What follows belongs to an exercise in optimizing a design on an open flow for small area; a production flow would make more cautious choices.
In this exercise RTL edits were held to simulation tests only and were not proved equivalent to the original.
Power is estimated from default activity; no workload was simulated.

==> trial 16 <==
## sensorimotor_rx
module sensorimotor_rx #(
    parameter [6:0]  DEFAULT_ID   = 7'd1,
    parameter [15:0] WDT_LIMIT    = 16'd300,
    parameter        RX_BUF_CAP   = 36,
    parameter        TX_BUF_CAP   = 14,
    parameter [15:0] T_PRE        = 16'd3,
    parameter [15:0] T_POST       = 16'd2,
    parameter [15:0] T_TRAIL      = 16'd1,
    parameter        PAGE_SIZE    = 32,
    parameter [15:0] APP_LIMIT    = 16'h0800,
    parameter [23:0] SIG_EXPECTED = 24'h1E950F
) (
    input  wire         clk,
    input  wire         rst,             
    input  wire         boot_strap,      
    input  wire [7:0]   nvm_id_in,
    input  wire [7:0]   nvm_cfg_in,
    input  wire         svc,
    input  wire         tb,
    input  wire         rx_valid,
    input  wire [7:0]   rx_data,
    output wire         rx_pop,
    output wire [7:0]   tx_data,
    output wire         tx_write,
    input  wire         tx_ready,
    input  wire         tx_complete,
    output wire         de,
    output wire         re,
    output wire         motor_enable,
    output wire         motor_disable,
    output wire         motor_set_power,
    output wire [7:0]   motor_power,
    output wire         motor_set_dir,
    output wire         motor_dir,
    output wire         motor_set_limit,
    output wire [7:0]   motor_limit,
    output wire [7:0]   cfg_flags,
    input  wire [15:0]  telem_pos,
    input  wire [15:0]  telem_cur,
    input  wire [15:0]  telem_vel,
    input  wire [15:0]  telem_vsup,
    input  wire [15:0]  telem_temp,
    input  wire [15:0]  sensor_x,
    input  wire [15:0]  sensor_y,
    input  wire [15:0]  sensor_z,
    output wire         sensor_restart,
    output wire         nvm_we,
    output wire         nvm_waddr,       
    output wire [7:0]   nvm_wdata,
    output wire                   flash_we,
    output wire [15:0]            flash_addr,
    output wire [8*PAGE_SIZE-1:0] flash_data,
    output wire                   timer_irq_mask,
    input  wire [23:0]            sig_in,
    output reg  [3:0]   phase,
    output reg  [7:0]   err_count,
    output reg  [2:0]   last_cause,
    output wire         fatal,
    output wire [1:0]   fatal_code,
    output reg  [6:0]   own_id,
    output reg          stopped,
    output wire         boot_handoff,
    output wire         sys_reset_req
);
Settings: LEC_CHECK=0, ABC_AREA=1, CAP_MARGIN=20, CORE_MARGIN=2, CORE_UTILIZATION=60, SLEW_MARGIN=20; clock period 15.0 ns.
standard.sh (not shown) runs the stock make flow with config.mk's settings and CLKGATE_MAP_FILE= SYNTH_SCRIPT=/design/flow/synth_recipe.tcl, a recipe that flattens the netlist after the stock synthesis.
==> flow/flow/run.sh <==
#!/bin/bash
# The standard layout (standard.sh), with these changes to how the layout is made:
# - after the standard synthesis, the combinational logic between the registers is re-mapped
#   for area by ABC (flow/reabc.tcl, flow/reabc.scr); every register keeps its name and cell;
# - port buffers are sky130_fd_sc_hd__buf_1 (every input and output port still gets one);
# - the clock tree uses clkbuf_4 buffers over clusters of at most 8 flip-flops, without
#   dummy loads (smaller than the default tree; clock-pin slew stays under the limit).
# Each tool's full output goes to a log here: synth.log, reabc.log, layout.log (ORFS also
# keeps each step's log under orfs/logs).
set -euo pipefail
RES=orfs/results/$FLOW_PLATFORM/sensorimotor_rx/base
bash standard.sh synth > synth.log 2>&1
cp $RES/1_2_yosys.v $RES/1_2_yosys.std.v
DONT=$(sed -n '/^export DONT_USE_CELLS/,/^#/p' $FLOW_HOME/platforms/$FLOW_PLATFORM/config.mk | grep -o 'sky130_fd_sc_hd__[A-Za-z0-9_]*' | tr '\n' ' ')
LIB=$FLOW_HOME/platforms/$FLOW_PLATFORM/lib/sky130_fd_sc_hd__tt_025C_1v80.lib \
NETLIST=$RES/1_2_yosys.std.v OUT=$RES/1_2_yosys.v TOP=$FLOW_TOP \
ABC_SCRIPT=$PWD/flow/reabc.scr DONT_USE="$DONT" \
  yosys -c flow/reabc.tcl > reabc.log 2>&1
rm -f $RES/1_synth.odb $RES/1_synth.sdc
export BUFFER_PORTS_ARGS="-buffer_cell sky130_fd_sc_hd__buf_1"
export CTS_ARGS="-sink_clustering_enable -repair_clock_nets -dont_use_dummy_load -buf_list sky130_fd_sc_hd__clkbuf_4 -sink_clustering_size 8 -sink_clustering_max_diameter 40"
bash standard.sh > layout.log 2>&1
==> flow/flow/reabc.scr <==
strash
&get -n
&deepsyn -T 60
&put
dch -f
amap
topo
==> flow/flow/reabc.tcl <==
# Area re-mapping of the combinational logic of the standard synthesis's netlist.
# The registers (every flip-flop cell instance, with its name and cell type) are kept as they
# are: they are black boxes here, and only the logic between them is re-mapped by ABC.
set lib $::env(LIB)
set net $::env(NETLIST)
yosys read_liberty -ignore_miss_func $lib
yosys read_verilog $net
yosys hierarchy -top $::env(TOP)
yosys blackbox sky130_fd_sc_hd__df* sky130_fd_sc_hd__edf* sky130_fd_sc_hd__sdf* sky130_fd_sc_hd__sedf* sky130_fd_sc_hd__dl*
yosys stat -liberty $lib
yosys flatten
# the wires flatten made for the cells' pins are not names of the design: drop them
yosys rename -hide w:*.*
yosys opt_clean -purge
set dont {}
foreach c $::env(DONT_USE) { lappend dont -dont_use $c }
yosys abc -liberty $lib -script $::env(ABC_SCRIPT) {*}$dont
# every library cell as a black box, so that the cells ABC placed have known ports
yosys read_liberty -lib -ignore_redef $lib
# as ORFS's synthesis and the standard flow's synthesis script finish a netlist
yosys setundef -zero
yosys splitnets
yosys opt_clean -purge
yosys hilomap -singleton -hicell sky130_fd_sc_hd__conb_1 HI -locell sky130_fd_sc_hd__conb_1 LO
yosys insbuf -buf sky130_fd_sc_hd__buf_1 A X
yosys check -assert -mapped
yosys stat -liberty $lib
# left out here: hide names made inside functions
yosys write_verilog -noattr -nohex -nodec $::env(OUT)
==> build 61 (differences from trial 16) <==
--- a/flow/design.v
+++ b/flow/design.v
@@ -163,11 +163,11 @@
     wire [7:0] tx_byte;
     wire       tx_fire;
     wire [7:0] sub_in = (ta_state == TA_TX) ? tx_byte : b;
     wire [7:0] nacc_d = nacc - sub_in;
     wire [7:0] p0 = sh[0];
-    wire cnt_zero = (cnt[5:0] == 6'd0);
+    wire cnt_zero = (cnt == 9'd0);
     wire cnt_ones = (cnt == 9'h1FF);
     wire pend      = !rst && rx_step && (phase == PH_PENDING);
     wire rt        = !variant;
     wire d_reqdata = pend && (kop == K_REQDATA);
     wire d_setv    = pend && k_setv;
@@ -405,13 +405,13 @@
         else if (tx_fire)
             nacc <= nacc_d;
     end
     always @(posedge clk) begin
         if (rd_byte) begin
-            if (cnt[5:0] == 6'd33)
+            if (cnt == 9'd33)
                 psum[7:0] <= b;
-            else if (cnt[5:0] == 6'd32)
+            else if (cnt == 9'd32)
                 psum[12:8] <= b[4:0];
             else
                 psum <= psum - {5'd0, b};
         end
     end
@@ -422,20 +422,20 @@
         end else begin
             if (q_any)
                 rq <= 1'b1;
             if (flush_go)
                 ta_state <= TA_MUTE;
-            if (rx_byte && half_synced) begin
+            if (rd_byte && half_synced) begin
                 case (b)
                     8'h53:   ta_idx[2:0] <= C_S;
                     8'h52:   ta_idx[2:0] <= C_R;
                     8'h49:   ta_idx[2:0] <= C_I;
-                    8'h57:   ta_idx[2:0] <= (cnt[5:0] == 6'd34) ? C_W : C_OTHER;
+                    8'h57:   ta_idx[2:0] <= (cnt == 9'd34) ? C_W : C_OTHER;
                     default: ta_idx[2:0] <= C_OTHER;
                 endcase
             end
-            if (rd_byte && cnt[5:0] == 6'd32)
+            if (rd_byte && cnt == 9'd32)
                 ta_idx[3] <= |b[7:5];
             if (tb) begin
                 case (ta_state)
                     TA_RX: ;
                     TA_MUTE: begin
==> flow/flow/run.sh (replaced) <==
#!/bin/bash
# The standard layout (standard.sh), with these changes to how the layout is made:
# - after the standard synthesis, the combinational logic between the registers is re-mapped
#   for area by ABC (flow/reabc.tcl), four times with different ABC seeds
#   (flow/reabc1..4.scr), and the smallest of the four netlists is laid out; every register
#   keeps its name and cell;
# - port buffers are sky130_fd_sc_hd__buf_1 (every input and output port still gets one);
# - the clock tree uses clkbuf_4 buffers over clusters of at most 8 flip-flops, without
#   dummy loads (smaller than the default tree; clock-pin slew stays under the limit).
# Each tool's full output goes to a log here: synth.log, reabc1..4.log, layout.log (ORFS also
# keeps each step's log under orfs/logs).
set -euo pipefail
RES=orfs/results/$FLOW_PLATFORM/sensorimotor_rx/base
bash standard.sh synth > synth.log 2>&1
cp $RES/1_2_yosys.v $RES/1_2_yosys.std.v
DONT=$(sed -n '/^export DONT_USE_CELLS/,/^#/p' $FLOW_HOME/platforms/$FLOW_PLATFORM/config.mk | grep -o 'sky130_fd_sc_hd__[A-Za-z0-9_]*' | tr '\n' ' ')
LIB=$FLOW_HOME/platforms/$FLOW_PLATFORM/lib/sky130_fd_sc_hd__tt_025C_1v80.lib
for i in 1 2 3 4; do
  LIB=$LIB NETLIST=$RES/1_2_yosys.std.v OUT=$RES/1_2_yosys.abc$i.v TOP=$FLOW_TOP \
  ABC_SCRIPT=$PWD/flow/reabc$i.scr DONT_USE="$DONT" \
    yosys -c flow/reabc.tcl > reabc$i.log 2>&1 &
done
wait
best=""; best_area=""
for i in 1 2 3 4; do
  a=$(grep "Chip area for module" reabc$i.log | tail -1 | awk '{print $NF}')
  echo "netlist $i: area $a" >> reabc_choice.log
  if [[ -n "$a" && -s $RES/1_2_yosys.abc$i.v ]]; then
    if [[ -z "$best" ]] || awk -v a="$a" -v b="$best_area" 'BEGIN{exit !(a < b)}'; then best=$i; best_area=$a; fi
  fi
done
echo "chosen: $best ($best_area)" >> reabc_choice.log
cp $RES/1_2_yosys.abc$best.v $RES/1_2_yosys.v
rm -f $RES/1_synth.odb $RES/1_synth.sdc
export BUFFER_PORTS_ARGS="-buffer_cell sky130_fd_sc_hd__buf_1"
export CTS_ARGS="-sink_clustering_enable -repair_clock_nets -dont_use_dummy_load -buf_list sky130_fd_sc_hd__clkbuf_4 -sink_clustering_size 8 -sink_clustering_max_diameter 40"
bash standard.sh > layout.log 2>&1
==> flow/flow/reabc1.scr (new file) <==
strash
&get -n
&deepsyn -T 90 -S 1
&put
dch -f
amap
topo
==> flow/flow/reabc2.scr (new file) <==
strash
&get -n
&deepsyn -T 90 -S 2
&put
dch -f
amap
topo
==> flow/flow/reabc3.scr (new file) <==
strash
&get -n
&deepsyn -T 90 -S 3
&put
dch -f
amap
topo
==> flow/flow/reabc4.scr (new file) <==
strash
&get -n
&deepsyn -T 90 -S 4
&put
dch -f
amap
topo
removed: flow/flow/reabc.scr
==> build 78 (differences from trial 16) <==
--- a/flow/design.v
+++ b/flow/design.v
@@ -110,24 +110,24 @@
     assign fatal      = 1'b0;
     assign fatal_code = 2'd0;
     reg         variant;             
     reg         half_synced;         
     reg         dyn;                 
+    reg         yn;                  
     reg  [3:0]  kop;                 
     reg  [8:0]  cnt;                 
     reg  [7:0]  nacc;                
     reg  [8:0]  wdt;                 
     reg  [7:0]  cfg;
     reg         stop_pending;        
     reg  [6:0]  cursor;              
+    reg  [2:0]  ccls;
     reg  [12:0] psum;                
+    reg         phi;                 
     reg         rq;                  
     reg  [2:0]  ta_state;
     reg  [3:0]  ta_idx;              
-    wire [2:0] ccls = ta_idx[2:0];       
-    wire       phi  = ta_idx[3];         
-    wire       yn   = cnt[0];
     reg  [7:0]  sh [0:31];           
     wire rx_step   = svc && !stopped;
     wire consuming = !phase[3] && !(phase[2] && phase[1]);
     wire [7:0] b   = rx_data;
     assign rx_pop  = !rst && rx_step && consuming && rx_valid;
@@ -163,11 +163,11 @@
     wire [7:0] tx_byte;
     wire       tx_fire;
     wire [7:0] sub_in = (ta_state == TA_TX) ? tx_byte : b;
     wire [7:0] nacc_d = nacc - sub_in;
     wire [7:0] p0 = sh[0];
-    wire cnt_zero = (cnt[5:0] == 6'd0);
+    wire cnt_zero = (cnt == 9'd0);
     wire cnt_ones = (cnt == 9'h1FF);
     wire pend      = !rst && rx_step && (phase == PH_PENDING);
     wire rt        = !variant;
     wire d_reqdata = pend && (kop == K_REQDATA);
     wire d_setv    = pend && k_setv;
@@ -273,67 +273,112 @@
     end
     always @(posedge clk) begin
         if (rst) begin
             variant         <= boot_strap;
             phase           <= PH_SYNCING;
+            half_synced     <= 1'b0;
             err_count       <= 8'd0;
             last_cause      <= 3'd0;
             own_id          <= nvm_id_in[7] ? nvm_id_in[6:0] : DEFAULT_ID;
             cfg             <= nvm_cfg_in;
             stop_pending    <= 1'b0;
             stopped         <= 1'b0;
             cursor          <= 7'd0;
         end else if (rx_step) begin
             if (consuming) begin
                 if (!rx_valid) begin
-                    if (phase != PH_SYNCING && wdt == WDT_LAST) begin
-                        phase      <= PH_ERROR;
-                        last_cause <= CAUSE_INACTIVITY;
+                    if (phase != PH_SYNCING) begin
+                        wdt <= {wdt[7:0], wdt[8] ^ wdt[4]};
+                        if (wdt == WDT_LAST) begin
+                            phase      <= PH_ERROR;
+                            last_cause <= CAUSE_INACTIVITY;
+                        end
                     end
                 end else begin
+                    wdt <= WDT_SEED;
                     case (phase)
                         PH_SYNCING: begin
-                            if (b != 8'hFF)
-                                phase <= PH_FINISHED;
-                            else if (half_synced)
-                                phase <= PH_AWAITING;
+                            if (b == 8'hFF) begin
+                                half_synced <= !half_synced;
+                                if (half_synced) begin
+                                    nacc  <= 8'h02;
+                                    phase <= PH_AWAITING;
+                                end
+                            end else begin
+                                half_synced <= 1'b0;
+                                phase       <= PH_FINISHED;
+                            end
                         end
                         PH_AWAITING: begin
                             kop <= kb;
                             if (known_b) begin
+                                nacc  <= nacc_d;
                                 phase <= PH_GETADDR;
                             end else begin
                                 phase <= PH_FINISHED;
                             end
                         end
                         PH_GETADDR: begin
                             if (k_rsp) begin
+                                nacc  <= nacc_d;
+                                cnt   <= (kop == K_DATA_R) ? 9'd9 :
+                                         (kop == K_SENSOR_R) ? 9'd5 : 9'h1FF;
+                                dyn   <= 1'b0;
                                 phase <= PH_EATING;
                             end else if (b[7]) begin
                                 phase      <= PH_ERROR;
                                 last_cause <= CAUSE_ADDR_RANGE;
                             end else if (b[6:0] == own_id) begin
+                                nacc <= nacc_d;
+                                cnt  <= 9'd0;
+                                dyn  <= k_raw;
                                 phase <= k_plen0 ? PH_VERIFYING : PH_READING;
                             end else begin
+                                cnt   <= k_plen0 ? 9'h1FF : 9'd0;
+                                dyn   <= k_raw;
                                 phase <= PH_EATING;
                             end
                         end
                         PH_READING: begin
+                            nacc <= nacc_d;
                             if (dyn) begin
                                 if (b > 8'd34) begin
                                     phase      <= PH_ERROR;
                                     last_cause <= CAUSE_LEN_RANGE;
+                                end else begin
+                                    cnt         <= {1'b0, b};
+                                    dyn         <= 1'b0;
+                                    half_synced <= 1'b1;
                                 end
-                            end else if (cnt_zero) begin
-                                phase <= PH_VERIFYING;
+                            end else begin
+                                cnt <= cnt - 9'd1;
+                                if (cnt_zero)
+                                    phase <= PH_VERIFYING;
+                            end
+                            if (half_synced) begin
+                                half_synced <= 1'b0;
+                                case (b)
+                                    8'h53:   ccls <= C_S;
+                                    8'h52:   ccls <= C_R;
+                                    8'h49:   ccls <= C_I;
+                                    8'h57:   ccls <= (cnt == 9'd34) ? C_W : C_OTHER;
+                                    default: ccls <= C_OTHER;
+                                endcase
                             end
                         end
                         PH_EATING: begin
-                            if (!dyn && cnt_ones)
-                                phase <= PH_FINISHED;
+                            if (dyn) begin
+                                dyn <= 1'b0;
+                                cnt <= {1'b0, b};
+                            end else begin
+                                cnt <= cnt - 9'd1;
+                                if (cnt_ones)
+                                    phase <= PH_FINISHED;
+                            end
                         end
                         default: begin  
+                            nacc <= nacc_d;
                             if (nacc_d != 8'h00) begin
                                 phase      <= PH_ERROR;
                                 last_cause <= CAUSE_BAD_CHECKSUM;
                             end else if ((kop == K_SETID) && p0[7]) begin
                                 phase      <= PH_ERROR;
@@ -345,18 +390,20 @@
                     endcase
                 end
             end else begin
                 case (phase)
                     PH_PENDING: begin
+                        yn <= boot_ok;
                         if (d_setid)  own_id          <= p0[6:0];
                         if (d_config) cfg             <= p0;
                         if (d_hshake || (d_boot && (ccls == C_R))) stop_pending <= 1'b1;
                         if (b_write)  cursor          <= cursor + 7'd1;
                         phase <= PH_FINISHED;
                     end
                     PH_FINISHED: begin
                         if (ta_state == TA_RX && !rq) begin
+                            half_synced <= 1'b0;
                             if (stop_pending)
                                 stopped <= 1'b1;
                             phase <= PH_SYNCING;
                         end
                     end
@@ -366,54 +413,21 @@
                         phase <= PH_FINISHED;
                     end
                 endcase
             end
         end
-    end
-    always @(posedge clk) begin
-        if (rx_byte) begin
-            if (phase == PH_GETADDR)
-                cnt <= k_rsp ? ((kop == K_DATA_R) ? 9'd9 : (kop == K_SENSOR_R) ? 9'd5 : 9'h1FF) :
-                               (k_plen0 ? 9'h1FF : 9'd0);
-            else
-                cnt <= dyn ? {1'b0, b} : cnt - 9'd1;
-        end else if (pend) begin
-            cnt[0] <= boot_ok;
-        end
-    end
-    always @(posedge clk) begin
-        if (rx_byte)
-            wdt <= WDT_SEED;
-        else if (svc)
-            wdt <= {wdt[7:0], wdt[8] ^ wdt[4]};
-    end
-    always @(posedge clk) begin
-        if (rx_byte)
-            dyn <= (phase == PH_GETADDR) && k_raw;
-    end
-    always @(posedge clk) begin
-        if (rst)
-            half_synced <= 1'b0;
-        else if (rx_byte)
-            half_synced <= (phase == PH_SYNCING) ? ((b == 8'hFF) && !half_synced) :
-                           (phase == PH_READING) && dyn;
-        else if (rx_step && phase == PH_ERROR)
-            half_synced <= 1'b0;
-    end
-    always @(posedge clk) begin
-        if (!rst && rx_byte)
-            nacc <= (phase == PH_SYNCING) ? 8'h02 : nacc_d;
-        else if (tx_fire)
+        if (tx_fire)
             nacc <= nacc_d;
     end
     always @(posedge clk) begin
-        if (rd_byte) begin
-            if (cnt[5:0] == 6'd33)
+        if (!rst && rd_byte && !dyn) begin
+            if (cnt == 9'd33)
                 psum[7:0] <= b;
-            else if (cnt[5:0] == 6'd32)
+            else if (cnt == 9'd32) begin
                 psum[12:8] <= b[4:0];
-            else
+                phi        <= |b[7:5];
+            end else
                 psum <= psum - {5'd0, b};
         end
     end
     always @(posedge clk) begin
         if (rst) begin
@@ -422,21 +436,10 @@
         end else begin
             if (q_any)
                 rq <= 1'b1;
             if (flush_go)
                 ta_state <= TA_MUTE;
-            if (rx_byte && half_synced) begin
-                case (b)
-                    8'h53:   ta_idx[2:0] <= C_S;
-                    8'h52:   ta_idx[2:0] <= C_R;
-                    8'h49:   ta_idx[2:0] <= C_I;
-                    8'h57:   ta_idx[2:0] <= (cnt[5:0] == 6'd34) ? C_W : C_OTHER;
-                    default: ta_idx[2:0] <= C_OTHER;
-                endcase
-            end
-            if (rd_byte && cnt[5:0] == 6'd32)
-                ta_idx[3] <= |b[7:5];
             if (tb) begin
                 case (ta_state)
                     TA_RX: ;
                     TA_MUTE: begin
                         ta_idx   <= 4'd12;
Settings changed: CORE_UTILIZATION 60 to 75.
==> build 86 (differences from trial 16) <==
--- a/flow/design.v
+++ b/flow/design.v
@@ -163,11 +163,11 @@
     wire [7:0] tx_byte;
     wire       tx_fire;
     wire [7:0] sub_in = (ta_state == TA_TX) ? tx_byte : b;
     wire [7:0] nacc_d = nacc - sub_in;
     wire [7:0] p0 = sh[0];
-    wire cnt_zero = (cnt[5:0] == 6'd0);
+    wire cnt_zero = (cnt == 9'd0);
     wire cnt_ones = (cnt == 9'h1FF);
     wire pend      = !rst && rx_step && (phase == PH_PENDING);
     wire rt        = !variant;
     wire d_reqdata = pend && (kop == K_REQDATA);
     wire d_setv    = pend && k_setv;
@@ -405,13 +405,13 @@
         else if (tx_fire)
             nacc <= nacc_d;
     end
     always @(posedge clk) begin
         if (rd_byte) begin
-            if (cnt[5:0] == 6'd33)
+            if (cnt == 9'd33)
                 psum[7:0] <= b;
-            else if (cnt[5:0] == 6'd32)
+            else if (cnt == 9'd32)
                 psum[12:8] <= b[4:0];
             else
                 psum <= psum - {5'd0, b};
         end
     end
@@ -422,20 +422,20 @@
         end else begin
             if (q_any)
                 rq <= 1'b1;
             if (flush_go)
                 ta_state <= TA_MUTE;
-            if (rx_byte && half_synced) begin
+            if (rd_byte && half_synced) begin
                 case (b)
                     8'h53:   ta_idx[2:0] <= C_S;
                     8'h52:   ta_idx[2:0] <= C_R;
                     8'h49:   ta_idx[2:0] <= C_I;
-                    8'h57:   ta_idx[2:0] <= (cnt[5:0] == 6'd34) ? C_W : C_OTHER;
+                    8'h57:   ta_idx[2:0] <= (cnt == 9'd34) ? C_W : C_OTHER;
                     default: ta_idx[2:0] <= C_OTHER;
                 endcase
             end
-            if (rd_byte && cnt[5:0] == 6'd32)
+            if (rd_byte && cnt == 9'd32)
                 ta_idx[3] <= |b[7:5];
             if (tb) begin
                 case (ta_state)
                     TA_RX: ;
                     TA_MUTE: begin
==> notes.md <==
item	trial 16	build 78	build 86	build 61
Status	no timing/DRC/antenna violations	stopped before the end	no timing/DRC/antenna violations	no timing/DRC/antenna violations
Stage where the flow stopped	-	I/O pin placement	-	-
Detailed-route wire length	51400 µm	-	50800 µm	48100 µm
Multi-input comb cells	771	-	625	616
Post-synthesis cell count	1237	1133	1140	1132
RD Place Congestion	1.03	-	1.02	1.00
Power consumed by the clock network	0.458 mW	-	0.455 mW	0.456 mW
Number of nets with antenna violations after routing	0	-	0	0
Worst Setup Slack, final	6.33 ns	-	6.49 ns	6.18 ns
Number of DRC markers after the initial detailed-route iteration	1770	-	2134	1580
Metal3 WL	7740 µm	-	6400 µm	5490 µm
Synthesized area	0.0145 mm²	0.0145 mm²	0.0143 mm²	0.0143 mm²
Number of cells on the critical path	8	-	9	9
Hold Crit Start	sh[7][0]$_DFFE_PP_	-	sh[5][2]$_DFFE_PP_	sh[4][2]$_DFFE_PP_
Count of vias placed by the detailed router	12900	-	12700	12400
Worst-case clock buffer depth	3	-	3	3
Count of placed standard cells including taps	2073	-	1975	1965
Power in sequential cells	1.09 mW	-	1.08 mW	1.08 mW
Crit path buffers/inverters	5	-	4	4
Worst-case setup slack after placement	6.41 ns	-	6.42 ns	6.12 ns
Maximum resistive drop on vdd	81.0 µV	-	80.9 µV	92.9 µV
GR Layer Usage met1	0.476	-	0.502	0.501
Master cell of the clock root buffer	sky130_fd_sc_hd__clkbuf_4	-	sky130_fd_sc_hd__clkbuf_4	sky130_fd_sc_hd__clkbuf_4
Layer with the highest usage after global routing	met2	-	met2	met2
Final design area excluding fillers	0.0174 mm²	-	0.0171 mm²	0.0171 mm²
Start point of the critical path	svc	-	svc	svc
RSZ-0062 raised after global routing	false	-	false	false
Antenna diode count	20	-	18	11

## re-timing with driven ports
No port has a modelled driver above. Below, the same layouts with a new extraction and two added sets of constraints. Step 1: set_driving_cell puts a clkbuf_16 on clk and a buf_2 on each other input, an assumption about the parent block. Step 2 times the ports against the registers' clock, not the clock port: input delays grow and output delays shrink by t, the midpoint of the rising clock arrivals with the driver on. Three values: ideal, step 1, step 2; two values: the first two.
run	shift t [ns]	setup WS [ns]	hold WS [ns]	latest minus earliest clock arrival (ns)
trial 16	0.722	6.325 / 6.301 / 6.301	0.449 / 0.449 / 0.449	0.082 / 0.082
build 61	0.716	6.177 / 6.149 / 6.149	0.436 / 0.436 / 0.436	0.050 / 0.049
build 86	0.719	6.492 / 6.450 / 6.304	0.426 / 0.426 / 0.426	0.086 / 0.085
After both steps setup and hold are still met in every run listed. The setup slack of build 86, which loses most, moves by -0.042 ns with the drivers and by -0.188 ns with both steps.
